Background: an optimization exercise with open tools, aiming at small area, a short achievable clock period and few clock cycles. Do not read the settings as production practice. RTL that was checked went through simulation tests only; none was proved equivalent to the original. For runs 2 to 4, only the layout was checked, not whether the RTL still works. Power and IR drop assume default switching activity.

==> flow/design.v <==
module adc_acq (
    input  wire        clk,
    input  wire        rst,        
    input  wire        start,
    input  wire        dev24,      
    input  wire [7:0]  n,          
    input  wire [2:0]  gain,       
    input  wire [30:0] vref_uv,    
    output reg         ready,
    input  wire        s_valid,
    input  wire [23:0] s_data,     
    input  wire        s_timeout,  
    output reg         s_ready,
    output reg         done,
    output wire [31:0] res_raw,    
    output wire [31:0] res_uv,     
    output reg         res_to      
);
    localparam [22:0] M = 23'h7fffff;
    reg         flush;      
    reg         first;      
    reg         inv;        
    reg         div;        
    reg         hv;         
    reg         fin;        
    reg         f1, f2, f3;
    reg         abort;      
    reg         gz;         
    reg         op_dev24;
    reg  [7:0]  nd;         
    reg  [7:0]  cnt;        
    reg  [2:0]  gcnt;       
    reg  [36:0] V;          
    reg  [31:0] acc;        
    reg  [59:0] P;          
    reg         neg;        
    assign res_raw = acc;
    assign res_uv  = P[31:0];
    wire take = s_valid & s_ready;
    wire [36:0] v16 = (gain == 3'd0) ? 37'd375 * M : 37'd125 * M;
    wire [31:0] add_a = (fin ? {8'd0, acc[23:0]} : acc) ^ {32{inv}};
    wire [23:0] smp   = P[59:36] & {24{s_ready | flush}};
    wire [31:0] add_b = {{8{smp[23]}}, smp};
    wire [31:0] add_o;
    wire        add_co;
    bk_add #(32) u_acc (.a(add_a), .b(add_b), .ci(inv), .s(add_o), .co(add_co));
    wire [8:0]  d_t1 = {acc[31:24], acc[23]};
    wire [9:0]  d_s1 = {1'b0, d_t1} - {2'b00, nd};
    wire        d_q1 = ~d_s1[9];
    wire [7:0]  d_r1 = d_q1 ? d_s1[7:0] : d_t1[7:0];
    wire [8:0]  d_t2 = {d_r1, acc[22]};
    wire [9:0]  d_s2 = {1'b0, d_t2} - {2'b00, nd};
    wire        d_q2 = ~d_s2[9];
    wire [7:0]  d_r2 = d_q2 ? d_s2[7:0] : d_t2[7:0];
    wire [31:0] divout = {d_r2, acc[21:0], d_q1, d_q2};
    wire        div_step = div & gz & ~(first & neg);
    wire [39:0] h_p  = {P[37:0], 2'b00};
    wire [39:0] h_x0 = acc[0] ? {3'd0, V} : 40'd0;
    wire [39:0] h_x1 = acc[1] ? {2'd0, V, 1'b0} : 40'd0;
    wire [39:0] h_s  = h_p ^ h_x0 ^ h_x1;
    wire [39:0] h_c  = (h_p & h_x0) | (h_p & h_x1) | (h_x0 & h_x1);
    wire [39:0] h_lo;
    wire        h_co;
    bk_add #(40) u_hor (.a(h_s), .b({h_c[38:0], 1'b0}), .ci(1'b0), .s(h_lo), .co(h_co));
    wire [19:0] h_up  = P[57:38];
    wire [19:0] h_upi = h_up + 20'd1;
    wire [59:0] hsum  = {(h_co | h_c[39]) ? h_upi : h_up, h_lo};
    wire [30:0] wh = P[59:29];
    wire [22:0] f_a = wh[22:0];
    wire [22:0] f_b = P[28:6];
    wire [22:0] f_k = 23'h3fffff;
    wire [22:0] f_s = f_a ^ f_b ^ f_k;
    wire [22:0] f_c = (f_a & f_b) | (f_a & f_k) | (f_b & f_k);
    wire [22:0] f_x;
    wire        f_co;
    bk_add #(23) u_f1 (.a(f_s), .b({f_c[21:0], 1'b0}), .ci(P[5]), .s(f_x), .co(f_co));
    wire [24:0] x  = {f_c[22] & f_co, f_c[22] ^ f_co, f_x};
    wire [8:0]  sh   = {1'b0, wh[30:23]} + {7'd0, P[24:23]};
    wire [9:0]  shn  = {2'b00, wh[30:23]} + {8'd0, P[24:23]} - {9'd0, neg};
    wire [9:0]  c_lo = {1'b0, P[8:0]} + {1'b0, sh} + 10'd1;
    wire        c    = c_lo[9] & (&P[22:9]);
    wire [10:0] q_lo  = {1'b0, wh[9:0]} + {1'b0, P[9:0]} + {10'd0, P[10]};
    wire [21:0] q_up  = {1'b0, wh[30:10]};
    wire [21:0] q_upi = q_up + 22'd1;
    wire [21:0] q_upd = q_up - 22'd1;
    wire [31:0] q     = {(q_lo[10] & ~P[9]) ? q_upi : (~q_lo[10] & P[9]) ? q_upd : q_up, q_lo[9:0]};
    wire [31:0] uv = q ^ {32{neg}};
    reg  [2:0] gsh;    
    always @(*) begin
        case ({dev24, gain})
            4'b0000: gsh = 3'd5;
            4'b0001: gsh = 3'd6;
            4'b0010: gsh = 3'd5;
            4'b0011: gsh = 3'd4;
            4'b0100: gsh = 3'd3;
            4'b0101: gsh = 3'd2;
            4'b0110: gsh = 3'd6;
            4'b0111: gsh = 3'd6;
            4'b1111: gsh = 3'd6;
            default: gsh = 3'd6 - gain;
        endcase
    end
    wire [2:0] gcnt_nx = ready ? gsh
                               : ((gcnt != 3'd0) ? gcnt - 3'd1 : 3'd0);
    wire       last_div = div_step & (cnt == 8'd1);
    always @(posedge clk) begin
        gcnt <= gcnt_nx;
        gz   <= (gcnt_nx == 3'd0);
        if (ready)
            V <= dev24 ? {6'd0, vref_uv} : v16;
        else if (gcnt != 3'd0)
            V <= {V[35:0], 1'b0};
        if (ready) begin
            op_dev24 <= dev24;
            nd       <= n;
        end
        if (ready | abort)
            acc <= 32'd0;
        else if (div_step)
            acc <= divout;
        else
            acc <= add_o;
        if (hv)
            P <= hsum;
        else if (f1)
            P[24:0] <= x;
        else if (f2)
            P[10:0] <= {c, shn};
        else if (f3)
            P[31:0] <= uv;
        else if (take & ~s_timeout)    
            P <= {op_dev24 ? s_data : {s_data[15:0], 8'd0}, 36'd0};
        else
            P <= 60'd0;
        if (flush) neg <= add_o[31];
        inv <= (flush & add_o[31]) | (last_div & neg);
        if (ready)
            cnt <= n;
        else if (take & ~s_timeout)
            cnt <= cnt - 8'd1;
        else if (flush)
            cnt <= op_dev24 ? 8'd12 : 8'd8;
        else if (div_step)
            cnt <= cnt - 8'd1;
        if (ready)
            res_to <= 1'b0;
        else if (take & s_timeout)
            res_to <= 1'b1;
        if (rst) begin
            ready   <= 1'b1;
            s_ready <= 1'b0;
            done    <= 1'b0;
            flush   <= 1'b0;
            first   <= 1'b0;
            div     <= 1'b0;
            hv      <= 1'b0;
            fin     <= 1'b0;
            f1      <= 1'b0;
            f2      <= 1'b0;
            f3      <= 1'b0;
            abort   <= 1'b0;
        end else begin
            ready   <= ready ? ~start : (f3 | abort);
            s_ready <= (ready & start & (n != 8'd0)) |
                       (s_ready & ~(take & (s_timeout | (cnt == 8'd1))));
            flush   <= take & ~s_timeout & (cnt == 8'd1);
            first   <= flush | (first & ~neg & ~div_step);
            div     <= flush | (div & ~last_div);
            hv      <= div_step;
            fin     <= last_div;
            f1      <= fin;
            f2      <= f1;
            f3      <= f2;
            abort   <= (ready & start & (n == 8'd0)) | (take & s_timeout);
            done    <= f3 | abort;
        end
    end
endmodule
module bk_add #(parameter W = 32) (
    input  wire [W-1:0] a,
    input  wire [W-1:0] b,
    input  wire         ci,
    output wire [W-1:0] s,
    output wire         co
);
    localparam L = (W <= 2) ? 1 : (W <= 4) ? 2 : (W <= 8) ? 3 : (W <= 16) ? 4 : (W <= 32) ? 5 : 6;
    wire [W-1:0] p0 = a ^ b;
    wire [W-1:0] g0 = a & b;
    wire [W-1:0] gp [0:2*L];
    wire [W-1:0] pp [0:2*L];
    genvar i, l;
    generate
        for (i = 0; i < W; i = i + 1) begin : init
            if (i == 0) begin : b0
                assign gp[0][i] = g0[0] | (p0[0] & ci);
                assign pp[0][i] = 1'b0;
            end else begin : bi
                assign gp[0][i] = g0[i];
                assign pp[0][i] = p0[i];
            end
        end
        for (l = 0; l < L; l = l + 1) begin : up
            for (i = 0; i < W; i = i + 1) begin : b
                if (((i + 1) % (2 << l)) == 0) begin : n
                    assign gp[l+1][i] = gp[l][i] | (pp[l][i] & gp[l][i - (1 << l)]);
                    assign pp[l+1][i] = pp[l][i] & pp[l][i - (1 << l)];
                end else begin : w
                    assign gp[l+1][i] = gp[l][i];
                    assign pp[l+1][i] = pp[l][i];
                end
            end
        end
        for (l = L - 1; l >= 1; l = l - 1) begin : dn
            for (i = 0; i < W; i = i + 1) begin : b
                if (((i + 1) % (1 << l)) == (1 << (l - 1)) && (i + 1) > (1 << l)) begin : n
                    assign gp[2*L-l][i] = gp[2*L-l-1][i] | (pp[2*L-l-1][i] & gp[2*L-l-1][i - (1 << (l-1))]);
                    assign pp[2*L-l][i] = pp[2*L-l-1][i] & pp[2*L-l-1][i - (1 << (l-1))];
                end else begin : w
                    assign gp[2*L-l][i] = gp[2*L-l-1][i];
                    assign pp[2*L-l][i] = pp[2*L-l-1][i];
                end
            end
        end
    endgenerate
    wire [W-1:0] c = gp[2*L-1];    
    assign s  = p0 ^ {c[W-2:0], ci};
    assign co = c[W-1];
endmodule
==> flow/flow/run.sh <==
#!/bin/bash
# Standard layout, with the timing repair aiming for 7.5 ns of setup slack
# (a 3.5 ns path at the 11 ns clock) and the port buffers made from buf_1.
set -euo pipefail
export SETUP_SLACK_MARGIN=7.5
export BUFFER_PORTS_ARGS="-buffer_cell sky130_fd_sc_hd__buf_1"
bash standard.sh > standard.log 2>&1
==> flow/standard.sh <==
#!/bin/bash
# synth_recipe.tcl (not shown) runs the flow's synth.tcl, then flattens the netlist and writes it again
# the make line also repeats each setting of config.mk as NAME=value (left out here)
make -C /OpenROAD-flow-scripts/flow DESIGN_CONFIG=/design/flow/config.mk WORK_HOME=/design/flow/orfs CLKGATE_MAP_FILE= SYNTH_SCRIPT=/design/flow/synth_recipe.tcl "${@:-finish}"
==> flow/config.mk <==
export PLATFORM = sky130hd
export DESIGN_NAME = adc_acq
export DESIGN_NICKNAME = adc_acq
export VERILOG_FILES = /design/flow/design.v
export SDC_FILE = /design/flow/constraint.sdc
export NUM_CORES = 4
export LEC_CHECK = 0
export ABC_AREA = 1
export CAP_MARGIN = 20
export CORE_MARGIN = 2
export CORE_UTILIZATION = 40
export CTS_BUF_LIST = sky130_fd_sc_hd__clkbuf_4 sky130_fd_sc_hd__clkbuf_8
export SLEW_MARGIN = 20
export TNS_END_PERCENT = 0
==> flow/constraint.sdc <==
create_clock -name core_clock -period 11.0 [get_ports {clk}]
set_input_delay 2.2000 -clock core_clock [delete_from_list [all_inputs] [get_ports {clk}]]
set_output_delay 2.2000 -clock core_clock [all_outputs]
set_load 0.01 [all_outputs]
==> results.txt, run 1 <==
- CP cell instances: buf_4 > buf_1
- Final wirelength: 57.9 mm
- WS Path Type: flop to output pin
- Reg-to-Reg Start: acc[1]
- Critical Path RT: just under 9000 ps
- Setup TNS: 0 ps
- Buffers on Ports: 139
- #FFs+latches synth: 165
- Maximum fanout along the worst path: 4
- Crit path launch type: flop
- Reg area: 4360 um^2
- Detail Route met3 WL: around 3.3 mm
- Post-layout nets: approximately 2.8k
- Clock Tree Buf Depth: 2
- Row Count: 76
- Initial antenna violation count: 0
- Distinct cells, synth: 57
- Synth async-reset ratio: 0
- Slew headroom: 0.366
- Cts bufs inserted: 17
- Hpwl dp: 45.1 mm
- Max-cap violations: 0
- Drt initial violations: 1200
- Vias in the first global route: 15.3k
- Endpoints failing setup: 0
- Num Clock Sinks: between 150 and 200
- Net Count, Synth: 2682
- Data arrival, critical path: 1470 ps
- Syn avg cell area: ~7.5 um^2
- DR WL/cell: between 15 and 20 um
- Tightest Hold Check Type: flop to flop
- Pin count of the biggest net entering global routing: 49
- Number of warnings issued by yosys: 4
- Vias: 15.9k
- DRC: 0
- Die height: between 200 and 250 um
- CTS clk-pin slew, worst paths: ~100 ps
- Finished Cell Area: 19800 um^2
- Layout cells sized above 1: 0.0885
- TritonCTS clock tree: yes
- Worst Hold Slack: 465 ps
- Tot Pwr: 1.40 mW
- Fin. max-slew vios: 0
- H-tree Lvls: 4
- Placed Cells: 2967
- Reg-to-reg setup timing slack: 7410 ps
- Gpl congestion: 0.946
- Routed length on met2: around 28 mm
- Max Used Layer: met4
- Drt via density: approximately 5.2
- Peak supply drop: 0.0000621 V
- Hold-fix buffers, CTS: 0
- Worst Path Buf+Inv: 2
- Layout area overhead: 12.5%
- Minimum clock period: 3670 ps
- Top Family by Delay on Critical Path: flip-flops
- Hold_sp: res_to
- Crit-path slowest cell: edfxtp_1
- Core footprint: between 40000 and 50000 um^2
- Worst-case reg-to-reg path depth: 19
- End of the worst register-to-register path: P[39]
- Mapped Cells: between 2k and 2.5k
- Clock Tree Root: clkbuf_8
- EDFF count, synth: 104
- Commonest cells after routing, fill and taps aside: nand2_1, inv_1, nor2_1, ha_1, buf_1
- Non-Filler Instances: 3059
- Post-DRT Antenna Nets: 0
- Die Wd: 214 um
- Final hold viol count: 0
- Commonest non-fill, non-tap cell in the layout: nand2_1
- N_diodes: 0
- Area after DPL: about 18000 um^2
- IO Count: 140
- Final period util: 0.333
- DRT met1 WL: 24.7 mm
- CP Capture Type: output pin
- Die area: 45600 um^2
- First-pass GRT wire length: 87.0 mm
- Fmax: 273 MHz
- Tot GR Track Use: 0.252
- Hold depth: 2
- Pre-antenna DRT Iters: 6
- Sequential fraction of the synthesis area: 0.247
- GRT overflow: 0
- Initial Util: 0.407
- Post-Route Skew: 20.5 ps
- Clock Latency Late Sink: 510 ps
- CP peak stage delay: a little under 600 ps
- Number of fill cells: 4463
- Pleak: 9.74 nW
- Hold worst-path end: res_to
- Worst Tran Pin Value: roughly 950 ps
- Main synth FF type: edfxtp_1
- Footprint of the multi-input gates: 11500 um^2
- Synth Cell Area: 17600 um^2
- Power per cell area: 70.9 nW/um^2
- Unrepaired setup endpoints after global routing: yes
- Status: finished clean
[worst register-to-register path, stage by stage, from the launching register on]
cell and delay (ps):
dfxtp_4 410, buf_4 160, buf_16 140, nand2_1 90, fa_1 600, inv_1 60, ha_1 290, nand2_1 120
nor2_2 50, nand2_1 130, inv_1 90, a21oi_4 160, nand2_4 90, nand2_2 70, nand3_2 80, nand3_2 90
nand2_2 60, fa_2 390, xnor2_1 130, o22ai_1 100
[report_power, final]
group	internal, mW	switching [mW]	total [mW]
clock network	0.233	0.264	0.497
logic	0.0682	0.114	0.182
registers	0.689	0.0347	0.723
total	0.990	0.412	1.40
[state kept, by name, indices dropped and copies added (netlist names), 3 cells and up]
name / cells
P: 60
V: 37
acc: 32
cnt: 8
nd: 8
gcnt: 3
[synth_stat cells, types with 3 or more instances]
| library cell | n | share of area |
|---|---|---|
| nand2_2 | 6 | 0.0021 |
| a31o_2 | 4 | 0.0020 |
| nor2_2 | 5 | 0.0018 |
| edfxtp_1 | 104 | 0.18 |
| clkinv_1 | 5 | 0.0011 |
| a21o_1 | 11 | 0.0047 |
| nand3_1 | 140 | 0.040 |
| o22ai_1 | 12 | 0.0043 |
| o21bai_1 | 7 | 0.0030 |
| buf_6 | 4 | 0.0026 |
| nor4_1 | 4 | 0.0014 |
| xnor2_1 | 53 | 0.026 |
| o22a_1 | 19 | 0.0095 |
| nand4_1 | 26 | 0.0093 |
| fa_1 | 88 | 0.10 |
| xor2_1 | 90 | 0.045 |
| buf_2 | 15 | 0.0043 |
| nor2_1 | 182 | 0.039 |
| nand2_1 | 564 | 0.12 |
| a21oi_1 | 88 | 0.025 |
| a22o_1 | 6 | 0.0030 |
| o21ai_1 | 5 | 0.0014 |
| or2_2 | 10 | 0.0036 |
| nand3_2 | 4 | 0.0023 |
| buf_4 | 44 | 0.019 |
| nor3_1 | 14 | 0.0040 |
| a21boi_0 | 4 | 0.0017 |
| dfxtp_1 | 61 | 0.069 |
| nand3b_1 | 9 | 0.0038 |
| buf_1 | 8 | 0.0017 |
| inv_1 | 388 | 0.083 |
| clkbuf_1 | 37 | 0.0079 |
| o21ai_0 | 78 | 0.022 |
| o21a_1 | 4 | 0.0017 |
| o211ai_1 | 11 | 0.0047 |
| a211oi_1 | 14 | 0.0060 |
| o2111ai_1 | 3 | 0.0015 |
| a31oi_1 | 10 | 0.0036 |
| ha_1 | 181 | 0.13 |
[repair_timing]
action / 4_1_cts / 5_1_grt
pin swaps: 3 / 29
setup buffers: 17 / 38
cloned: 2 / 3
setup endpoints to repair: 63 / 63
resized for setup: 21 / 84
[metrics by stage]
step                      setup WS [ps]  utilization
after CTS                          7360        0.441
after floorplan                    7500            -
final                              7330        0.458
after detailed placement           7050        0.424
after global placement             7080        0.424
after global routing               7260        0.458
[logic make-up (layout without fill, tap and decap cells)]
family / Yosys count / after routing / share of synthesized area
buffers and inverters: 504 / 637 / 0.120
adders and majority gates: 269 / 269 / 0.229
DFF: 165 / 165 / 0.247
xor gates and xnor gates: 143 / 143 / 0.0713
AOI/OAI and AO/OA: 287 / 287 / 0.100
and+or+nand+nor: 973 / 973 / 0.232
[how the worst max path moves through the flow]
| stage | endpoint | from | depth (start not counted) | slack, ps |
|---|---|---|---|---|
| floorplan | P[39] | acc[0] | 22 | 7500 |
| global placement | P[39] | acc[1] | 21 | 7080 |
| detailed placement | P[39] | acc[1] | 21 | 7050 |
| CTS | res_raw[0] | acc[0] | 2 | 7360 |
| global route | acc[30] | nd[4] | 22 | 7260 |
| finish | res_uv[30] | P[30] | 2 | 7330 |
[final cells by class]
class                   instances  share of cell area
clock buffers                  19              0.0126
clock inverters                13             0.00886
inverters                     396              0.0759
multi-input cells            1672               0.583
flip-flops and latches        165               0.221
well taps                     585              0.0370
repair buffers                209              0.0620
[layer usage]
metal,vias up,global-route usage
met5,-,0
met4,0,0.0984
met3,111,0.0306
met2,472,0.427
met1,7641,0.328
li1,7713,-
Testbench counts, summed over its fixed seeds: cycles 89,746.
==> inputs of run 2 (changes only) <==
--- a/flow/design.v
+++ b/flow/design.v
@@ -106,5 +106,5 @@
     always @(posedge clk) begin
         gcnt <= gcnt_nx;
-        gz   <= (gcnt_nx == 3'd0);
+        gz   <= (gcnt_nx <= 3'd1);    
         if (ready)
             V <= dev24 ? {6'd0, vref_uv} : v16;
==> flow/flow/run.sh (replaced) <==
#!/bin/bash
# Standard layout, with the timing repair aiming for 7.5 ns of setup slack
# (a 3.5 ns path at the 11 ns clock) and the port buffers made from buf_2.
set -euo pipefail
export SETUP_SLACK_MARGIN=7.5
export BUFFER_PORTS_ARGS="-buffer_cell sky130_fd_sc_hd__buf_2"
bash standard.sh > standard.log 2>&1
==> run 2 against run 1 <==
Compared with the run above: clock-buffer cell count is 1 lower; via count is 0.16% higher; sequential power is 1% lower; critical path depth is 17 higher; register-to-register slack worse by 120 ps; setup slack worse by 40 ps; first-iteration DRC count is 10% lower; flip-flop and latch count stayed put; sequential share of layout area is 0.42 points lower; wire length is 2.0% higher; clock skew is 4.0 ps lower.
==> results.txt, run 2 <==
- Status: finished clean
- Buffers on Ports: 139 (unchanged)
- Post-Route Skew: 16.5 ps (-4.00 ps)
- Net Sw Power: 0.431 mW (+4.6%)
- Peak supply drop: 0.0000742 V (+19%)
- Hold-fix buffers, CTS: 0 (unchanged)
- Layout area overhead: 15.2%
- Top cells by area, synth: edfxtp_1, ha_1, nand2_1
- Final period util: 0.337 (+0.00359)
- Cts bufs inserted: 17 (unchanged)
- Pin count of the biggest net entering global routing: 55 (+12%)
- Max-cap violations: 0 (unchanged)
- DR WL/cell: 19.3 um (+1.9%)
- DRC: 0 (unchanged)
- Data arrival, critical path: 4000 ps (+2530 ps)
- Final wirelength: 59.0 mm (+2.0%)
- GRT overflow: 0 (unchanged)
- Compound-Gate Fraction of Synth Area: 0.104 (+0.00391)
- Hpwl dp: 44.8 mm (-0.57%)
- Reg-to-Reg Start: acc[1]
- Drt initial violations: 1080 (-10%)
- Hold worst-path end: res_to
- CTS clk-pin slew, worst paths: 110 ps (about the same)
- Reg with most FFs: P
- Row Count: 76 (unchanged)
- Number of warnings issued by yosys: 4 (unchanged)
- Power per cell area: 68.5 nW/um^2 (-3.5%)
- Post-DRT Antenna Nets: 0 (unchanged)
- Top-count cell post-synth: nand2_1
- Switching share of total power: 0.312 (+0.0182)
- XOR/XNOR share of the synthesized area: 0.0705 (-0.000761)
- CP Capture Type: flop
- Die Wd: 213 um (-0.17%)
- Minimum clock period: 3710 ps (+39.5 ps)
- Final hold viol count: 0 (unchanged)
- Internal Pwr Total: 0.950 mW (-4.0%)
- Top Registers: P x60, V x37, acc x32
- Die height: 213 um (-0.17%)
- Layout cells sized above 1: 0.156 (+0.0674)
- Drt via density: 5.21 (about the same)
- Post-layout nets: 2807 (+0.18%)
- Worst Tran Pin Value: 999 ps (+49.4 ps)
- Synth Area in Simple Gates: 0.229 (-0.00358)
- IO Count: 140 (unchanged)
- Worst Hold Slack: 459 ps (-6.35 ps)
- Setup TNS: 0 ps (unchanged)
- Slew headroom: 0.334 (-0.0322)
- Die area: 45500 um^2 (-0.33%)
- Critical Path RT: 11300 ps (+2500 ps)
- Max Used Layer: met4
- Final design utilization: 0.467 (+0.00956)
- Main synth FF type: edfxtp_1
- Gpl congestion: 0.934 (-1.3%)
- Syn avg cell area: 7.50 um^2 (-0.12%)
- Unrepaired setup endpoints after global routing: yes
- Vias: 16.0k (+0.16%)
- Share of the synthesized area in the top cell type: 0.178 (+0.000597)
- Detail Route met3 WL: 3.25 mm (-1.2%)
- Max FFs per register: 60 (unchanged)
- Clock Tree Buf Depth: 2 (unchanged)
- Distinct cells, synth: 59 (+3.5%)
- DRT met1 WL: 25.6 mm (+3.5%)
- Pre-antenna DRT Iters: 5 (-1)
- Synth cell count leaders: nand2_1, inv_1, nor2_1
- End of the worst register-to-register path: P[38]
- Vias in the first global route: 15.6k (+1.7%)
- Num Clock Sinks: 165 (unchanged)
- Hold depth: 2 (unchanged)
- Pleak: 10.3 nW (+5.7%)
- Endpoints failing setup: 0 (unchanged)
- EDFF count, synth: 104 (unchanged)
- Commonest non-fill, non-tap cell in the layout: nand2_1
- Commonest cells after routing, fill and taps aside: nand2_1, inv_1, nor2_1, ha_1
- TritonCTS clock tree: yes
- Routed length on met2: 28.0 mm (+1.2%)
- Maximum fanout along the worst path: 5 (+1)
- Worst-case reg-to-reg path depth: 19 (unchanged)
- Synth async-reset ratio: 0 (unchanged)
- Multiplexer share of the synthesized area: 0 (unchanged)
- Core footprint: 43200 um^2 (unchanged)
- Adder-cell share of the synthesized area: 0.232 (+0.00291)
- Tightest Hold Check Type: flop to flop
- Initial antenna violation count: 0 (unchanged)
- Logic pwr share: 0.137 (+0.007)
- Sequential fraction of the synthesis area: 0.248 (+0.000830)
- Clock Latency Late Sink: 540 ps (+30 ps)
- Fmax: 270 MHz (-1.1%)
- Reg-to-reg setup timing slack: 7290 ps (-120 ps)
- H-tree Lvls: 4 (unchanged)
- #FFs+latches synth: 165 (unchanged)
- First-pass GRT wire length: 88.8 mm (+2.1%)
- Sequential power share: 0.518 (+0.002)
- Synth Cell Area: 17500 um^2 (-0.33%)
- Mapped Cells: 2336 (-0.21%)
- Largest family of logic cells by synthesized area: adder cells
- Post-synth top area cell: edfxtp_1
- Initial Util: 0.406 (-0.00136)
- Hold_sp: res_to
- Clock power frac: 0.344 (-0.010)
- Net Count, Synth: 2680 (-0.075%)
- Tot GR Track Use: 0.261 (+0.00870)
- Clock Tree Root: clkbuf_8
- WS Path Type: flop to flop
- Crit path launch type: flop
- Fin. max-slew vios: 0 (unchanged)
==> run 2: per-stage QoR <==
stage,cells,area [um^2],setup slack (ps),total power [mW]
CTS,3024,19400,7390,1.38
global route,3061,20200,7120,1.43
floorplan,2336,17500,7460,0.838
detailed placement,2969,18500,6160,0.907
finish,3062,20200,7290,1.38
global placement,2969,18500,6210,0.904
==> run 2: layer usage <==
metal | track usage | vias to the layer above
met1 | 0.343 | 7590
met5 | 0 | -
met4 | 0.104 | 0
met2 | 0.438 | 533
li1 | - | 7733
met3 | 0.0294 | 106
==> run 2: worst max path at each step <==
stage | start | endpoint | slack [ps] | cells after the start
3_5_place_dp | acc[0] | P[54] | 6160 | 18
6_report | acc[1] | P[38] | 7290 | 19
3_3_place_gp | acc[0] | P[53] | 6210 | 18
5_1_grt | acc[1] | P[38] | 7120 | 19
2_1_floorplan | acc[1] | P[39] | 7460 | 21
4_1_cts | acc[1] | P[12] | 7390 | 17
==> run 2: power groups by stage <==
stage          sequential (mW)  combinational [mW]  clock, mW
2_1_floorplan            0.716               0.122          0
3_3_place_gp             0.731               0.173          0
3_5_place_dp             0.732               0.175          0
4_1_cts                  0.717               0.181      0.482
5_1_grt                  0.719               0.212      0.503
6_report                 0.716               0.190      0.476
==> run 2: critical path: stages, from the launching register on <==
cell      delay (ps)
dfxtp_4          440
buf_12           130
buf_16           110
nand2_1           80
fa_1             540
inv_2             50
ha_4             280
nand4_1          170
nor3_2           250
nand2_2           90
nand2_4          140
nand2_4           60
nand2_4          110
inv_1             50
o21bai_1         160
nand3_1           90
nand2_1           90
fa_2             430
nand2_1           80
o21ai_1           90
==> run 2: repair_timing <==
item | 4_1_cts | 5_1_grt
gates resized for setup | 77 | 84
gates cloned | 3 | 3
buffers inserted | 20 | 34
hold endpoints to repair | 0 | 0
pin swaps | 19 | 34
endpoints found under the setup margin | 75 | 70
==> run 2: logic make-up after synthesis <==
logic type      after synthesis
simple gates                959
buf+inv                     500
compound gates              299
fa+ha+maj                   272
flops                       165
xor+xnor                    141
==> run 2: final cells by class <==
| class | count | area, um^2 |
|---|---|---|
| clock inverters | 14 | 144 |
| flip-flops and latches | 165 | 4370 |
| clock buffers | 18 | 248 |
| fillers | 4400 | 23000 |
| inverters | 398 | 1510 |
| repair buffers | 210 | 1470 |
| multi-input cells | 1671 | 11700 |
| well taps | 585 | 732 |
| diodes | 1 | 2.50 |
==> inputs of run 3 (changes only) <==
--- a/flow/design.v
+++ b/flow/design.v
@@ -66,5 +66,6 @@
     wire [19:0] h_upi = h_up + 20'd1;
     wire [59:0] hsum  = {(h_co | h_c[39]) ? h_upi : h_up, h_lo};
-    wire [30:0] wh = P[59:29];
+    wire [30:0] wh  = P[59:29];                
+    wire [30:0] whv = V[30:0];                 
     wire [22:0] f_a = wh[22:0];
     wire [22:0] f_b = P[28:6];
@@ -76,10 +77,10 @@
     bk_add #(23) u_f1 (.a(f_s), .b({f_c[21:0], 1'b0}), .ci(P[5]), .s(f_x), .co(f_co));
     wire [24:0] x  = {f_c[22] & f_co, f_c[22] ^ f_co, f_x};
-    wire [8:0]  sh   = {1'b0, wh[30:23]} + {7'd0, P[24:23]};
-    wire [9:0]  shn  = {2'b00, wh[30:23]} + {8'd0, P[24:23]} - {9'd0, neg};
+    wire [8:0]  sh   = {1'b0, whv[30:23]} + {7'd0, P[24:23]};
+    wire [9:0]  shn  = {2'b00, whv[30:23]} + {8'd0, P[24:23]} - {9'd0, neg};
     wire [9:0]  c_lo = {1'b0, P[8:0]} + {1'b0, sh} + 10'd1;
     wire        c    = c_lo[9] & (&P[22:9]);
-    wire [10:0] q_lo  = {1'b0, wh[9:0]} + {1'b0, P[9:0]} + {10'd0, P[10]};
-    wire [21:0] q_up  = {1'b0, wh[30:10]};
+    wire [10:0] q_lo  = {1'b0, whv[9:0]} + {1'b0, P[9:0]} + {10'd0, P[10]};
+    wire [21:0] q_up  = {1'b0, whv[30:10]};
     wire [21:0] q_upi = q_up + 22'd1;
     wire [21:0] q_upd = q_up - 22'd1;
@@ -111,4 +112,6 @@
         else if (gcnt != 3'd0)
             V <= {V[35:0], 1'b0};
+        else if (f1)
+            V <= {6'd0, wh};
         if (ready) begin
             op_dev24 <= dev24;
@@ -124,9 +127,9 @@
             P <= hsum;
         else if (f1)
-            P[24:0] <= x;
+            P <= {35'd0, x};
         else if (f2)
-            P[10:0] <= {c, shn};
+            P <= {49'd0, c, shn};
         else if (f3)
-            P[31:0] <= uv;
+            P <= {28'd0, uv};
         else if (take & ~s_timeout)    
             P <= {op_dev24 ? s_data : {s_data[15:0], 8'd0}, 36'd0};
==> flow/flow/run.sh (replaced) <==
#!/bin/bash
# Standard layout, with the timing repair aiming for 7.5 ns of setup slack
# (a 3.5 ns path at the 11 ns clock) and the port buffers made from buf_1.
set -euo pipefail
export SETUP_SLACK_MARGIN=7.5
export BUFFER_PORTS_ARGS="-buffer_cell sky130_fd_sc_hd__buf_1"
bash standard.sh > standard.log 2>&1
--- a/flow/config.mk
+++ b/flow/config.mk
@@ -10,5 +10,5 @@
 export CORE_MARGIN = 2
 export CORE_UTILIZATION = 40
-export CTS_BUF_LIST = sky130_fd_sc_hd__clkbuf_4 sky130_fd_sc_hd__clkbuf_8
+export CTS_BUF_LIST = sky130_fd_sc_hd__clkbuf_8 sky130_fd_sc_hd__clkbuf_16
 export SLEW_MARGIN = 20
 export TNS_END_PERCENT = 0
==> run 3 against run 2 <==
Compared with the run above: critical path depth fell by 15; setup slack improved by 74 ps; global-route usage fell by 0.29 points; clock skew fell by 4.1 ps; sequential share of layout area fell by 1.9 points; largest power group unchanged; highest routed layer unchanged.
==> results.txt, run 3 <==
- Peak supply drop: 0.000104 V (+40%)
- Layout cells sized above 1: 0.0957 (-0.0602)
- Top cells by area, synth: ha_1, dfxtp_1, nand2_1
- GRT overflow: 0 (unchanged)
- Row Count: 76 (unchanged)
- Max Used Layer: met4
- Crit. path cell count: 4 (-15)
- Num Clock Sinks: 165 (unchanged)
- Commonest non-fill, non-tap cell in the layout: nand2_1
- Routed length on met2: 27.2 mm (-2.9%)
- Drt via density: 5.26 (+0.81%)
- Crit path launch type: input port
- Pleak: 9.64 nW (-6.5%)
- Maximum fanout along the worst path: 25 (+20)
- Compound-Gate Fraction of Synth Area: 0.113 (+0.00930)
- Worst-case reg-to-reg path depth: 19 (unchanged)
- Tot Pwr: 1.66 mW (+20%)
- Synth Area in Simple Gates: 0.232 (+0.00323)
- Final hold viol count: 0 (unchanged)
- Cts bufs inserted: 17 (unchanged)
- Sequential fraction of the synthesis area: 0.223 (-0.0253)
- TritonCTS clock tree: yes
- CP cell instances: buf_1 > clkinvlp_4 > o21ai_1 > o221ai_1
- DR WL/cell: 18.8 um (-2.5%)
- Number of warnings issued by yosys: 4 (unchanged)
- Clock Tree Root: clkbuf_16
- Initial Util: 0.403 (-0.00223)
- Pre-antenna DRT Iters: 5 (unchanged)
- Detail Route met3 WL: 3.87 mm (+19%)
- N_diodes: 0 (-1)
- Post-synth top area cell: ha_1
- Post-layout nets: 2839 (+1.1%)
- IO Count: 140 (unchanged)
- Share of the synthesized area in the top cell type: 0.133 (-0.0453)
- Largest family of logic cells by synthesized area: adder cells
- Hpwl dp: 44.2 mm (-1.4%)
- Slew headroom: 0.274 (-0.0604)
- Crit-path slowest cell: o21ai_1
- Synth Cell Area: 17300 um^2 (-1.2%)
- DRT met1 WL: 25.8 mm (+0.67%)
- Worst Hold Slack: 469 ps (+9.95 ps)
- CP Capture Type: flop
- Final period util: 0.330 (-0.00675)
- Initial antenna violation count: 0 (unchanged)
- Tot GR Track Use: 0.258 (-0.00290)
- Top Registers: P x60, V x37, acc x32
- Synth async-reset ratio: 0 (unchanged)
- Worst Tran Pin Value: 1090 ps (+89.5 ps)
- DRC: 0 (unchanged)
- Crit. Startpoint: dev24
- Vias: 16.3k (+1.8%)
- Buffers on Ports: 139 (unchanged)
- Endpoints failing setup: 0 (unchanged)
- Synth cell count leaders: nand2_1, inv_1, ha_1
- First-pass GRT wire length: 87.9 mm (-1.1%)
- WS Path Type: input port to flop
- #FFs+latches synth: 165 (unchanged)
- XOR/XNOR share of the synthesized area: 0.0714 (+0.000862)
- Fin. max-slew vios: 0 (unchanged)
- Critical Path RT: 11180 ps (-120 ps)
- Hold depth: 2 (unchanged)
- CTS clk-pin slew, worst paths: 80 ps (-30 ps)
- Hold-fix buffers, CTS: 0 (unchanged)
- Layout area overhead: 13.7%
- EDFF count, synth: 55 (-47%)
- Area after DPL: 18100 um^2 (-2.3%)
- Drt initial violations: 1310 (+21%)
- Top-count cell post-synth: nand2_1
- Adder-cell share of the synthesized area: 0.235 (+0.00284)
- Distinct cells, synth: 62 (+5.1%)
- Syn avg cell area: 7.30 um^2 (-2.6%)
- Reg-to-reg setup timing slack: 7390 ps (+100 ps)
- Data arrival, critical path: 3810 ps (-190 ps)
- Reg-to-Reg Start: acc[1]
- Power per cell area: 84.3 nW/um^2 (+23%)
- Net Count, Synth: 2714 (+1.3%)
- Final wirelength: 58.1 mm (-1.5%)
- Finished Cell Area: 19700 um^2 (-2.5%)
- Reg with most FFs: P
- Final design utilization: 0.459 (-0.00856)
- Pin count of the biggest net entering global routing: 57 (+3.6%)
- Minimum clock period: 3630 ps (-74.3 ps)
- Mapped Cells: 2370 (+1.5%)
- Status: finished clean
- CP peak stage delay: 560 ps (+20 ps)
- Gpl congestion: 0.884 (-5.3%)
- End of the worst register-to-register path: P[39]
- H-tree Lvls: 4 (unchanged)
- Core footprint: 42900 um^2 (-0.66%)
- Fmax: 275 MHz (+2.0%)
- Die area: 44900 um^2 (-1.2%)
- Top Family by Delay on Critical Path: buffers and inverters
- Max-cap violations: 0 (unchanged)
- Vias in the first global route: 15.8k (+1.1%)
- Main synth FF type: dfxtp_1
- Commonest cells after routing, fill and taps aside: nand2_1, inv_1, ha_1, nor2_1, nand3_1
- Post-DRT Antenna Nets: 0 (unchanged)
- Max FFs per register: 60 (unchanged)
- Setup TNS: 0 ps (unchanged)
- Tightest Hold Check Type: flop to flop
- Critical Path Sink: V[11]
- Post-Route Skew: 12.4 ps (-4.07 ps)
- Clock Tree Buf Depth: 2 (unchanged)
- Die height: 212 um (-0.59%)
- Die Wd: 212 um (-0.59%)
- Clock Latency Late Sink: 470 ps (-70 ps)
- Worst Path Buf+Inv: 2 (-2)
- Multiplexer share of the synthesized area: 0 (unchanged)
- Unrepaired setup endpoints after global routing: yes
==> run 3: repair_timing <==
action | CTS | global route
endpoints found under the setup margin | 69 | 57
cloned | 3 | 2
pin swaps | 12 | 34
buffers inserted | 18 | 41
gates resized for setup | 50 | 61
==> run 3: report_power, final <==
part	switching (mW)	total (mW)	internal [mW]
clock network	0.314	0.640	0.327
logic	0.195	0.307	0.112
registers	0.0471	0.711	0.664
==> run 3: kinds of logic (layout without fill, tap and decap cells) <==
group | Yosys count | count (layout)
xor gates and xnor gates | 141 | 141
DFF | 165 | 165
AOI/OAI and AO/OA | 327 | 327
adders and majority gates | 272 | 272
buffers and inverters | 524 | 662
and+or+nand+nor | 941 | 941
==> run 3: metal layers <==
layer / GRT usage / vias up
met5: 0 / -
met4: 0.0665 / 0
met3: 0.0490 / 84
met2: 0.429 / 585
met1: 0.343 / 7756
li1: - / 7830
==> run 3: cell type report <==
class,instances,area [um^2]
clock buffers,17,425
fillers,4351,23200
repair inverters,1,7.51
inverters,415,1600
flip-flops and latches,165,3890
clock inverters,15,186
repair buffers,214,1280
well taps,585,732
multi-input cells,1681,11600
==> run 3: worst register-to-register path, stage by stage (launching register included) <==
cell and delay [ps]:
dfxtp_4 390, buf_12 150, buf_12 140, buf_4 120, nand2_1 70, fa_1 580, inv_1 50, ha_1 190
a21o_1 200, a21boi_0 160, nand2_1 130, a21oi_2 200, nand2_4 100, inv_1 60, o21bai_1 80, nand3_1 110
nand2_2 60, fa_1 410, xnor2_1 190, o22ai_1 90
==> run 3: how the worst min path moves through the flow <==
| stage | startpoint | endpoint | slack, ps |
|---|---|---|---|
| floorplan | div | div | 440 |
| global placement | div | div | 450 |
| detailed placement | div | div | 460 |
| CTS | div | div | 470 |
| global route | div | div | 490 |
| finish | div | div | 470 |
==> run 3: per-stage QoR <==
stage / instances / worst slack, ps
floorplan: 2370 / 7510
global placement: 2997 / 6620
detailed placement: 2997 / 6450
CTS: 3050 / 7410
global route: 3093 / 7270
finish: 3093 / 7370
==> inputs of run 4 (changes only) <==
--- a/flow/config.mk
+++ b/flow/config.mk
@@ -10,5 +10,5 @@
 export CORE_MARGIN = 2
 export CORE_UTILIZATION = 40
-export CTS_BUF_LIST = sky130_fd_sc_hd__clkbuf_8 sky130_fd_sc_hd__clkbuf_16
+export CTS_BUF_LIST = sky130_fd_sc_hd__clkbuf_4 sky130_fd_sc_hd__clkbuf_8
 export SLEW_MARGIN = 20
 export TNS_END_PERCENT = 0
==> run 4 against run 3 <==
Compared with the run above: sequential power about the same; clock skew increased by 4.9 ps; utilization decreased by 0.38 points; clock power decreased by 23%; non-clock buffer count increased by 5; sequential share of layout area increased by 0.15 points.
==> results.txt, run 4 <==
- Status: finished clean
- Pin count of the biggest net entering global routing: 57 (unchanged)
- Critical Path Sink: V[11]
- Clock power frac: 0.325 (-0.061)
- Maximum fanout along the worst path: 25 (unchanged)
- Reg-to-Reg Start: acc[0]
- End of the worst register-to-register path: P[38]
- Syn avg cell area: 7.30 um^2 (unchanged)
- Vias in the first global route: 15.7k (-0.25%)
- Reg with most FFs: P
- Buffers on Ports: 139 (unchanged)
- CP Capture Type: flop
- First-pass GRT wire length: 87.7 mm (-0.20%)
- Power per cell area: 77.3 nW/um^2 (-8.4%)
- GRT overflow: 0 (unchanged)
- Gpl congestion: 0.884 (unchanged)
- Number of fill cells: 4362 (+0.25%)
- IO Count: 140 (unchanged)
- DR WL/cell: 18.8 um (-0.20%)
- Internal Pwr Total: 0.969 mW (-12%)
- Net Count, Synth: 2714 (unchanged)
- Endpoints failing setup: 0 (unchanged)
- Logic pwr share: 0.202 (+0.017)
- N_diodes: 0 (unchanged)
- Slew headroom: 0.313 (+0.0396)
- Crit. Startpoint: dev24
- Post-layout nets: 2844 (+0.18%)
- DP Worst Slack: 6450 ps (unchanged)
- Max FFs per register: 60 (unchanged)
- Reg area: 3890 um^2 (about the same)
- Main synth FF type: dfxtp_1
- Top-count cell post-synth: nand2_1
- Final period util: 0.337 (+0.00640)
- EDFF count, synth: 55 (unchanged)
- Clock Latency Late Sink: 520 ps (+50 ps)
- Row Count: 76 (unchanged)
- Footprint of the multi-input gates: 11600 um^2 (about the same)
- Synth cell count leaders: nand2_1, inv_1, ha_1
- Tot GR Track Use: 0.257 (-0.000454)
- Initial antenna violation count: 0 (unchanged)
- Unrepaired setup endpoints after global routing: yes
- Vias: 16.2k (-0.30%)
- Die Wd: 212 um (unchanged)
- #FFs+latches synth: 165 (unchanged)
- Layout area overhead: 12.8%
- Hold depth: 2 (unchanged)
- Mapped Cells: 2370 (unchanged)
- Fin. max-slew vios: 0 (unchanged)
- Final worst setup slack: 7300 ps (-70.4 ps)
- Worst-case reg-to-reg path depth: 19 (unchanged)
- Peak supply drop: 0.0000900 V (-13%)
- WS Path Type: input port to flop
- Distinct cells, synth: 62 (unchanged)
- Data arrival, critical path: 3930 ps (+120 ps)
- Initial Util: 0.403 (unchanged)
- Drt via density: 5.23 (-0.46%)
- Post-Route Skew: 17.3 ps (+4.87 ps)
- Cts bufs inserted: 17 (unchanged)
- Final wirelength: 58.1 mm (about the same)
- CTS clk-pin slew, worst paths: 110 ps (+30 ps)
- DRC: 0 (unchanged)
- Post-DRT Antenna Nets: 0 (unchanged)
- Setup TNS: 0 ps (unchanged)
- Clock Tree Buf Depth: 2 (unchanged)
- Sequential fraction of the synthesis area: 0.223 (unchanged)
- Max-cap violations: 0 (unchanged)
- Minimum clock period: 3700 ps (+70.4 ps)
- Commonest non-fill, non-tap cell in the layout: nand2_1
- Number of warnings issued by yosys: 4 (unchanged)
- Crit path launch type: input port
- Die height: 212 um (unchanged)
- Net Sw Power: 0.539 mW (-3.1%)
- Layout cells sized above 1: 0.0927 (-0.00298)
- Synth Cell Area: 17300 um^2 (unchanged)
- Final hold viol count: 0 (unchanged)
- Top cells by area, synth: ha_1, dfxtp_1, nand2_1
- Num Clock Sinks: 165 (unchanged)
- Pre-antenna DRT Iters: 6 (+1)
- Reg-to-reg setup timing slack: 7390 ps (about the same)
- Worst Tran Pin Value: 1030 ps (-59.4 ps)
- Switching share of total power: 0.357 (+0.0223)
- Synth async-reset ratio: 0 (unchanged)
- Core footprint: 42900 um^2 (unchanged)
- Sequential power share: 0.473 (+0.044)
- Tightest Hold Check Type: flop to flop
- Top Registers: P x60, V x37, acc x32
- Critical Path RT: 11230 ps (+50 ps)
- Die area: 44900 um^2 (unchanged)
- Share of the synthesized area in the top cell type: 0.133 (unchanged)
- TritonCTS clock tree: yes
- Post-synth top area cell: ha_1
- H-tree Lvls: 4 (unchanged)
- Hold-fix buffers, CTS: 0 (unchanged)
- Drt initial violations: 1313 (+0.23%)
- Fmax: 270 MHz (-1.9%)
- Clock Tree Root: clkbuf_8
- Pleak: 9.57 nW (-0.66%)
- Hpwl dp: 44.2 mm (unchanged)
- Commonest cells after routing, fill and taps aside: nand2_1, inv_1, ha_1, nor2_1, nand3_1
==> run 4: cell counts after synthesis <==
Identical to the previous run, type by type.
==> run 4: cell type report <==
class	count	share of cell area
clock inverter	15	0.00955
sequential	165	0.199
timing repair inverter	1	0.000385
inverter	415	0.0814
clock buffer	17	0.0120
timing repair buffer	219	0.0676
multi-input combinational	1681	0.592
tap	585	0.0375
==> run 4: stage by stage <==
step | instances | area, um^2 | hold WS [ps] | utilization | power [mW]
5_1_grt | 3098 | 19500 | 500 | 0.455 | 1.57
2_1_floorplan | 2370 | 17300 | 441 | - | 0.914
6_report | 3098 | 19500 | 474 | 0.455 | 1.51
3_3_place_gp | 2997 | 18100 | 452 | 0.421 | 1.00
3_5_place_dp | 2997 | 18100 | 455 | 0.421 | 1.01
4_1_cts | 3052 | 18900 | 473 | 0.440 | 1.50
==> run 4: worst min path at each step <==
stage	start	endpoint	slack, ps
final	div	div	470
after floorplan	div	div	440
after detailed placement	div	div	460
after global placement	div	div	450
after CTS	div	div	470
after global routing	div	div	500
==> run 4: worst max-delay path, stage by stage <==
cell	delay (ps)
buf_1	230
inv_1	470
o21ai_0	790
o221ai_1	230
==> run 4: routing by layer <==
metal | up-vias | track usage | share of wire | routed length, um
li1 | 7846 | - | - | -
met1 | 7723 | 0.340 | 0.43 | 25300
met2 | 572 | 0.429 | 0.47 | 27200
met3 | 66 | 0.0538 | 0.078 | 4530
met4 | 0 | 0.0629 | 0.019 | 1100
met5 | - | 0 | 0 | 0
==> run 4: cell families after synthesis <==
group,after synthesis,share of synthesized area
simple gates,941,0.232
xor+xnor,141,0.0714
flops,165,0.223
fa+ha+maj,272,0.235
buf+inv,524,0.126
compound gates,327,0.113
==> run 4: repair_timing <==
action,in CTS,in global routing
buffers inserted,20,42
endpoints found under the hold margin,0,0
gates resized for setup,52,48
pin swaps,11,28
endpoints found under the setup margin,69,59
gates cloned,3,4
==> run 4: power groups by stage <==
stage	sequential, mW	combinational (mW)	clock (mW)
global placement	0.733	0.272	0
detailed placement	0.734	0.279	0
finish	0.713	0.305	0.491
CTS	0.718	0.286	0.495
global route	0.718	0.342	0.514
floorplan	0.701	0.213	0
==> inputs of run 5 (changes only) <==
--- a/flow/design.v
+++ b/flow/design.v
@@ -35,4 +35,5 @@
     reg  [59:0] P;          
     reg         neg;        
+    reg  [1:0]  dg;         
     assign res_raw = acc;
     assign res_uv  = P[31:0];
@@ -56,6 +57,6 @@
     wire        div_step = div & gz & ~(first & neg);
     wire [39:0] h_p  = {P[37:0], 2'b00};
-    wire [39:0] h_x0 = acc[0] ? {3'd0, V} : 40'd0;
-    wire [39:0] h_x1 = acc[1] ? {2'd0, V, 1'b0} : 40'd0;
+    wire [39:0] h_x0 = dg[0] ? {3'd0, V} : 40'd0;
+    wire [39:0] h_x1 = dg[1] ? {2'd0, V, 1'b0} : 40'd0;
     wire [39:0] h_s  = h_p ^ h_x0 ^ h_x1;
     wire [39:0] h_c  = (h_p & h_x0) | (h_p & h_x1) | (h_x0 & h_x1);
@@ -118,4 +119,5 @@
             nd       <= n;
         end
+        dg <= {d_q1, d_q2};
         if (ready | abort)
             acc <= 32'd0;
--- a/flow/config.mk
+++ b/flow/config.mk
@@ -9,6 +9,7 @@
 export CAP_MARGIN = 20
 export CORE_MARGIN = 2
-export CORE_UTILIZATION = 40
-export CTS_BUF_LIST = sky130_fd_sc_hd__clkbuf_4 sky130_fd_sc_hd__clkbuf_8
+export CORE_UTILIZATION = 50
+export CTS_BUF_LIST = sky130_fd_sc_hd__clkbuf_8 sky130_fd_sc_hd__clkbuf_16
+export PLACE_DENSITY = 0.7
 export SLEW_MARGIN = 20
 export TNS_END_PERCENT = 0
==> run 5 against run 4 <==
Compared with the run above: still clean; final area grew 0.14%; critical path depth is 13 higher; sequential power up 1%; first-iteration DRC count grew 30%; global-route usage increased by 4.6 points; utilization is 11 points higher; flip-flop and latch count is 2 higher; non-clock buffer count is 14 lower; critical endpoint is now P[30]; largest power group unchanged.
==> results.txt, run 5 <==
- Cts bufs inserted: 17 (unchanged)
- Gpl congestion: 0.962 (+8.8%)
- Unrepaired setup endpoints after global routing: yes
- Core footprint: 34400 um^2 (-20%)
- Clock Latency Late Sink: 470 ps (-50 ps)
- Worst-case reg-to-reg path depth: 17 (-2)
- Drt initial violations: 1707 (+30%)
- CP peak stage delay: 510 ps (-280 ps)
- Crit. path cell count: 17 (+13)
- Setup TNS: 0 ps (unchanged)
- Vias in the first global route: 16.0k (+1.4%)
- First-pass GRT wire length: 85.2 mm (-2.8%)
- Distinct cells, synth: 62 (unchanged)
- Drt via density: 5.60 (+7.1%)
- Top Registers: P x60, V x37, acc x32
- Layout area overhead: 12.7% (about the same)
- Syn avg cell area: 7.28 um^2 (-0.25%)
- Vias: 16.6k (+2.5%)
- Crit-path slowest cell: fa_1
- Fmax: 276 MHz (+2.3%)
- Pin count of the biggest net entering global routing: 56 (-1.8%)
- Pre-antenna DRT Iters: 6 (unchanged)
- Status: finished clean
- Synth cell count leaders: nand2_1, inv_1, ha_1
- Post-DRT Antenna Nets: 0 (unchanged)
- Sequential fraction of the synthesis area: 0.225 (+0.00184)
- DR WL/cell: 18.9 um (+0.56%)
- Critical Path RT: 11400 ps (+170 ps)
- Reg-to-reg setup timing slack: 7380 ps (about the same)
- Reg-to-Reg Start: dg[1]
- Commonest non-fill, non-tap cell in the layout: nand2_1
- Minimum clock period: 3620 ps (-84.9 ps)
- Peak supply drop: 0.000111 V (+23%)
- Crit path launch type: flop
- Synth async-reset ratio: 0 (unchanged)
- EDFF count, synth: 55 (unchanged)
- Die area: 36200 um^2 (-19%)
- H-tree Lvls: 4 (unchanged)
- Top cells by area, synth: ha_1, dfxtp_1, nand2_1
- Num Clock Sinks: 167 (+1.2%)
- Tightest Hold Check Type: flop to flop
- Clock Tree Root: clkbuf_16
- Mapped Cells: 2381 (+0.46%)
- Number of warnings issued by yosys: 4 (unchanged)
- Maximum fanout along the worst path: 18 (-28%)
- Worst Tran Pin Value: 855 ps (-173 ps)
- Hpwl dp: 42.1 mm (-4.6%)
- Reg with most FFs: P
- Share of the synthesized area in the top cell type: 0.133 (-0.000278)
- Row Count: 68 (-11%)
- Hold_sp: res_to
- Endpoints failing setup: 0 (unchanged)
- DRC: 0 (unchanged)
- #FFs+latches synth: 167 (+1.2%)
- Final hold viol count: 0 (unchanged)
- Post-layout nets: 2840 (-0.14%)
- Power per cell area: 86.1 nW/um^2 (+11%)
- Pleak: 9.60 nW (+0.28%)
- End of the worst register-to-register path: P[30]
- WS Path Type: flop to flop
- Initial antenna violation count: 3 (+3)
- Initial Util: 0.504 (+0.101)
- CTS clk-pin slew, worst paths: 80 ps (-30 ps)
- GRT overflow: 0 (unchanged)
- Main synth FF type: dfxtp_1
- Die Wd: 190 um (-10%)
- CP cell instances: bufbuf_16 > nand2_1 > fa_1 > inv_1 > ha_1 > a21oi_1 > o21ai_0 > a21oi_2 > nand2_4 > inv_4 > nor2_4 > nor2_4 > buf_4 > o21bai_4 > a21oi_2 > fa_2 > o21ai_1
- CP Capture Type: flop
- Tot Pwr: 1.68 mW (+12%)
- Top-count cell post-synth: nand2_1
- Tot GR Track Use: 0.303 (+0.0459)
- Clock Tree Buf Depth: 2 (unchanged)
- Synth Cell Area: 17300 um^2 (+0.21%)
- Fin. max-slew vios: 0 (unchanged)
- Layout cells sized above 1: 0.0869 (-0.00583)
- Net Count, Synth: 2725 (+0.41%)
- TritonCTS clock tree: yes
- Post-synth top area cell: ha_1
- Worst Path Buf+Inv: 4 (+2)
- Max FFs per register: 60 (unchanged)
- Die height: 190 um (-10%)
- Slew headroom: 0.429 (+0.116)
- Data arrival, critical path: 4010 ps (+80 ps)
- Final period util: 0.329 (-0.00771)
- Final wirelength: 55.9 mm (-3.8%)
- Critical Path Sink: P[30]
- Top Family by Delay on Critical Path: adder cells
- Buffers on Ports: 139 (unchanged)
- Crit. Startpoint: dg[1]
- Commonest cells after routing, fill and taps aside: nand2_1, inv_1, ha_1, nor2_1, nand3_1
- IO Count: 140 (unchanged)
- Post-Route Skew: 16.3 ps (-0.957 ps)
- Max-cap violations: 0 (unchanged)
run 5: changes by cell type in the layout (fill, tap and decap cells not counted), sizes merged, moves of 3 or more:
| cell | previous run | this run |
|---|---|---|
| nand2 | 536 | 554 |
| buf | 215 | 202 |
| a21oi | 107 | 102 |
| nand4 | 30 | 35 |
| clkinvlp | 8 | 4 |
| o21ai | 107 | 103 |
| a21boi | 8 | 11 |
| o22ai | 9 | 6 |
run 5: worst min-delay path by stage:
stage	to	depth (start not counted)	slack, ps
6_report	res_to	2	450
5_1_grt	res_to	2	480
4_1_cts	res_to	2	460
3_5_place_dp	res_to	2	440
3_3_place_gp	res_to	2	440
2_1_floorplan	done	2	450
run 5: area by class of cell:
type / count / area, um^2
fill: 3239 / 14800
multi-input combinational: 1694 / 11700
sequential: 167 / 3920
inverter: 411 / 1560
timing repair buffer: 205 / 1180
tap: 455 / 569
clock buffer: 17 / 425
clock inverter: 15 / 155
antenna: 1 / 2.50
run 5: metrics by stage:
step           hold WS [ps]  instances  instance area [um^2]  setup WS (ps)  utilization
6_report                454       2965                 19500           7380        0.568
5_1_grt                 478       2964                 19500           7260        0.568
3_3_place_gp            439       2882                 18000           6590        0.523
3_5_place_dp            443       2882                 18000           6490        0.523
2_1_floorplan           447       2381                 17400           7510            -
4_1_cts                 455       2924                 18800           7290        0.546
run 5: cell families (layout without fill, tap and decap cells):
group / Yosys count / count (layout) / synth area share
AO/OA/AOI/OAI: 319 / 319 / 0.112
adder cells (fa/ha/maj): 272 / 272 / 0.234
flip-flops: 167 / 167 / 0.225
XOR/XNOR: 142 / 142 / 0.0717
buffers and inverters: 520 / 648 / 0.122
other: 0 / 1 / 0
AND/OR/NAND/NOR: 961 / 961 / 0.236
run 5: what timing repair did:
item	4_1_cts	5_1_grt
hold buffers	0	0
pin swaps	2	38
resized for setup	23	109
cloned	2	3
buffers inserted	8	37
endpoints found under the hold margin	0	0
setup endpoints to repair	59	57
run 5: tightest hold or removal path, stage by stage (launching register included):
cell	delay [ps]
dfxtp_1	310
inv_1	50
a21oi_1	50
run 5: power by group:
| part | switching (mW) | total [mW] | internal (mW) | leakage [nW] |
|---|---|---|---|---|
| registers | 0.0506 | 0.723 | 0.673 | 1.49 |
| clock network | 0.317 | 0.621 | 0.304 | 0.286 |
| logic | 0.212 | 0.339 | 0.126 | 7.82 |
run 5: layer usage:
layer / part of all wire / global-route usage / up-vias / routed length (um)
met4: 0.034 / 0.119 / 4 / 1890
met1: 0.42 / 0.404 / 7880 / 23400
met2: 0.46 / 0.493 / 771 / 25700
li1: - / - / 7830 / -
met3: 0.088 / 0.0488 / 129 / 4900
met5: 0.00043 / 0 / - / 24
Testbench counts of run 5, summed over its fixed seeds: cycles 89,574.
==> inputs of run 6 (changes only) <==
--- a/flow/config.mk
+++ b/flow/config.mk
@@ -9,7 +9,7 @@
 export CAP_MARGIN = 20
 export CORE_MARGIN = 2
-export CORE_UTILIZATION = 50
+export CORE_UTILIZATION = 40
 export CTS_BUF_LIST = sky130_fd_sc_hd__clkbuf_8 sky130_fd_sc_hd__clkbuf_16
-export PLACE_DENSITY = 0.7
+export CTS_CLUSTER_SIZE = 30
 export SLEW_MARGIN = 20
 export TNS_END_PERCENT = 0
==> run 6 against run 5 <==
Compared with the run above: register-to-register slack better by 90 ps; synthesized cell count unchanged; highest routed layer is now met4; flip-flop and latch count did not move; wire length rose by 4.1%; still clean; largest cell class unchanged; global-route usage shrank 4.5 points; clock skew fell by 5.5 ps; critical path type is now flop to output pin; critical path depth fell by 15; final area up 0.76%.
==> results.txt, run 6 <==
- Clock Tree Root: clkbuf_16
- Unrepaired setup endpoints after global routing: yes
- Top Registers: P x60, V x37, acc x32
- Data arrival, critical path: 1340 ps (-2670 ps)
- Cts bufs inserted: 17 (unchanged)
- Mapped Cells: 2381 (unchanged)
- Final wirelength: 58.2 mm (+4.1%)
- Fmax: 282 MHz (+2.2%)
- Vias: 16.4k (-1.1%)
- Number of fill cells: 4361 (+35%)
- Tot GR Track Use: 0.258 (-0.0448)
- Commonest cells after routing, fill and taps aside: nand2_1, inv_1, ha_1, nor2_1, nand3_1
- Critical Path RT: 8800 ps (-2600 ps)
- Synth Cell Area: 17300 um^2 (unchanged)
- Row Count: 76 (+12%)
- Top cells by area, synth: ha_1, dfxtp_1, nand2_1
- Minimum clock period: 3540 ps (-76.7 ps)
- Post-layout nets: 2846 (+0.21%)
- Main synth FF type: dfxtp_1
- Sequential fraction of the synthesis area: 0.225 (unchanged)
- Post-DRT Antenna Nets: 0 (unchanged)
- Core footprint: 42900 um^2 (+25%)
- Post-synth top area cell: ha_1
- H-tree Lvls: 4 (unchanged)
- Top Family by Delay on Critical Path: buffers and inverters
- Syn avg cell area: 7.28 um^2 (unchanged)
- Layout cells sized above 1: 0.0855 (-0.00140)
- Worst Path Buf+Inv: 2 (-2)
- Initial antenna violation count: 1 (-2)
- Clock Tree Buf Depth: 2 (unchanged)
- Pre-antenna DRT Iters: 6 (unchanged)
- Tightest Hold Check Type: flop to flop
- Final worst setup slack: 7460 ps (+76.7 ps)
- Setup TNS: 0 ps (unchanged)
- Layout area overhead: 13.6%
- CP peak stage delay: 360 ps (-150 ps)
- Status: finished clean
- Clock power frac: 0.378 (+0.009)
- Crit path launch type: flop
- IO Count: 140 (unchanged)
- Peak supply drop: 0.000113 V (+2.2%)
- Final period util: 0.322 (-0.00697)
- Max FFs per register: 60 (unchanged)
- Switching share of total power: 0.333 (-0.0123)
- Sequential power share: 0.416 (-0.014)
- Die Wd: 212 um (+12%)
- Buffers on Ports: 139 (unchanged)
- DRC: 0 (unchanged)
- Die height: 212 um (+12%)
- CP cell instances: clkbuf_8 > buf_1
- Reg with most FFs: P
- Logic pwr share: 0.206 (+0.005)
- #FFs+latches synth: 167 (unchanged)
- Crit-path slowest cell: clkbuf_8
- Drt initial violations: 1303 (-24%)
- Internal Pwr Total: 1.15 mW (+4.4%)
- Endpoints failing setup: 0 (unchanged)
- First-pass GRT wire length: 87.9 mm (+3.2%)
- GRT overflow: 0 (unchanged)
- CTS clk-pin slew, worst paths: 70 ps (about the same)
- Drt via density: 5.30 (-5.4%)
- Max-cap violations: 0 (unchanged)
- Vias in the first global route: 15.7k (-1.5%)
- TritonCTS clock tree: yes
- Net Sw Power: 0.573 mW (-1.2%)
- Commonest non-fill, non-tap cell in the layout: nand2_1
- Top-count cell post-synth: nand2_1
- Pin count of the biggest net entering global routing: 57 (+1.8%)
- Distinct cells, synth: 62 (unchanged)
- Fin. max-slew vios: 0 (unchanged)
- Final hold viol count: 0 (unchanged)
- Initial Util: 0.404 (-0.100)
- Num Clock Sinks: 167 (unchanged)
- Pleak: 9.62 nW (+0.25%)
- Gpl congestion: 0.920 (-4.4%)
- EDFF count, synth: 55 (unchanged)
- Die area: 45000 um^2 (+24%)
- Net Count, Synth: 2725 (unchanged)
- Synth cell count leaders: nand2_1, inv_1, ha_1
- Power per cell area: 87.6 nW/um^2 (+1.7%)
- Number of warnings issued by yosys: 4 (unchanged)
- Slew headroom: 0.366 (-0.0631)
- Post-Route Skew: 10.9 ps (-5.46 ps)
- WS Path Type: flop to output pin
- Maximum fanout along the worst path: 56 (+38)
- Share of the synthesized area in the top cell type: 0.133 (unchanged)
- Worst Tran Pin Value: 950 ps (+94.6 ps)
- Clock Latency Late Sink: 470 ps (about the same)
- DR WL/cell: 18.8 um (-0.47%)
- Hpwl dp: 44.9 mm (+6.7%)
- CP Capture Type: output pin
- Synth async-reset ratio: 0 (unchanged)
- DP Worst Slack: 6430 ps (-59.9 ps)
-- run 6: cell counts after synthesis --
Identical to the previous run, type by type.
-- run 6: routing by layer --
metal | share of wire | global-route usage
met5 | 0 | 0
met3 | 0.081 | 0.0456
met1 | 0.43 | 0.348
met2 | 0.46 | 0.426
met4 | 0.021 | 0.0699
-- run 6: repair_timing --
item / in CTS / in global routing
endpoints found under the setup margin: 64 / 56
cloned: 3 / 2
resized for setup: 45 / 70
pin swaps: 3 / 30
endpoints found under the hold margin: 0 / 0
hold buffers: 0 / 0
buffers inserted: 21 / 30
-- run 6: worst paths after layout --
kind         start    end  slack (ps)  depth (start not counted)
max          ready  ready        7460                          2
min            div    div         480                          2
max reg2reg  dg[0]  P[38]        7470                         19
min reg2reg    div    div         480                          2
-- run 6: cell families after synthesis --
group | share of synthesized area
XOR/XNOR | 0.0717
AO/OA/AOI/OAI | 0.112
flip-flops | 0.225
buffers and inverters | 0.122
AND/OR/NAND/NOR | 0.236
adder cells (fa/ha/maj) | 0.234
-- run 6: layout make-up --
class / instances / area [um^2] / area share
Multi-Input combinational cell: 1695 / 11600 / 0.591
Sequential cell: 167 / 3920 / 0.199
Inverter: 411 / 1560 / 0.0791
Timing Repair Buffer: 210 / 1230 / 0.0627
Tap cell: 585 / 732 / 0.0372
Clock buffer: 17 / 425 / 0.0216
Clock inverter: 15 / 193 / 0.00979
Antenna cell: 1 / 2.50 / 0.000127
-- run 6: metrics by stage --
step           power [mW]  cell area [um^2]  hold slack [ps]  instances  utilization
2_1_floorplan       0.940             17400              447       2381            -
3_3_place_gp         1.04             18100              460       3012        0.423
3_5_place_dp         1.05             18100              468       3012        0.423
4_1_cts              1.71             19200              479       3068        0.447
5_1_grt              1.79             19700              511       3100        0.459
6_report             1.72             19700              482       3101        0.459
-- run 6: worst reg2reg max path, delay by kind of cell (launching register included) --
kind / cells / cell delay (ps)
fa+ha+maj: 3 / 1310
simple gates: 10 / 1140
flops: 1 / 380
buf+inv: 4 / 360
compound gates: 2 / 230
-- run 6: power groups by stage --
| stage | clock [mW] | sequential (mW) | combinational, mW |
|---|---|---|---|
| after detailed placement | 0 | 0.745 | 0.301 |
| final | 0.652 | 0.718 | 0.354 |
| after floorplan | 0 | 0.709 | 0.231 |
| after global routing | 0.680 | 0.721 | 0.394 |
| after CTS | 0.658 | 0.720 | 0.332 |
| after global placement | 0 | 0.744 | 0.295 |

## afterwards: timing with drivers on the ports
No port has a modelled driver above. Below, the same layouts with a new extraction and two added sets of constraints. Step 1 (the two cells are an assumption about what drives the block):
set clk [get_ports {clk}]
set_driving_cell -lib_cell sky130_fd_sc_hd__clkbuf_16 $clk
set_driving_cell -lib_cell sky130_fd_sc_hd__buf_2 [delete_from_list [all_inputs] $clk]
Step 2, shift: input delay + t, output delay - t, t = (earliest + latest rising clock arrival at the registers) / 2. This alone moves slack from input paths to output paths. a / b / c = no drivers / after step 1 / after step 2; a / b = the first two.
run | t (ns) | setup WS [ns] | slew at the worst register clock pin (ns) | cell pins on the clock port's net
run 1 | 0.558 | 7.334 / 7.280 / 7.238 | 0.11 / 0.11 | 1
run 2 | 0.581 | 7.294 / 7.264 / 6.992 | 0.11 / 0.11 | 1
run 3 | 0.516 | 7.368 / 7.386 / 6.888 | 0.08 / 0.08 | 1
run 4 | 0.567 | 7.298 / 7.295 / 6.763 | 0.12 / 0.12 | 1
run 5 | 0.512 | 7.383 / 7.383 / 7.246 | 0.08 / 0.08 | 1
run 6 | 0.518 | 7.459 / 7.403 / 7.286 | 0.08 / 0.08 | 1
After both steps setup and hold are still met in every run listed. The setup slack of run 4, which loses most, moves by -0.003 ns with the drivers and by -0.535 ns with both steps.
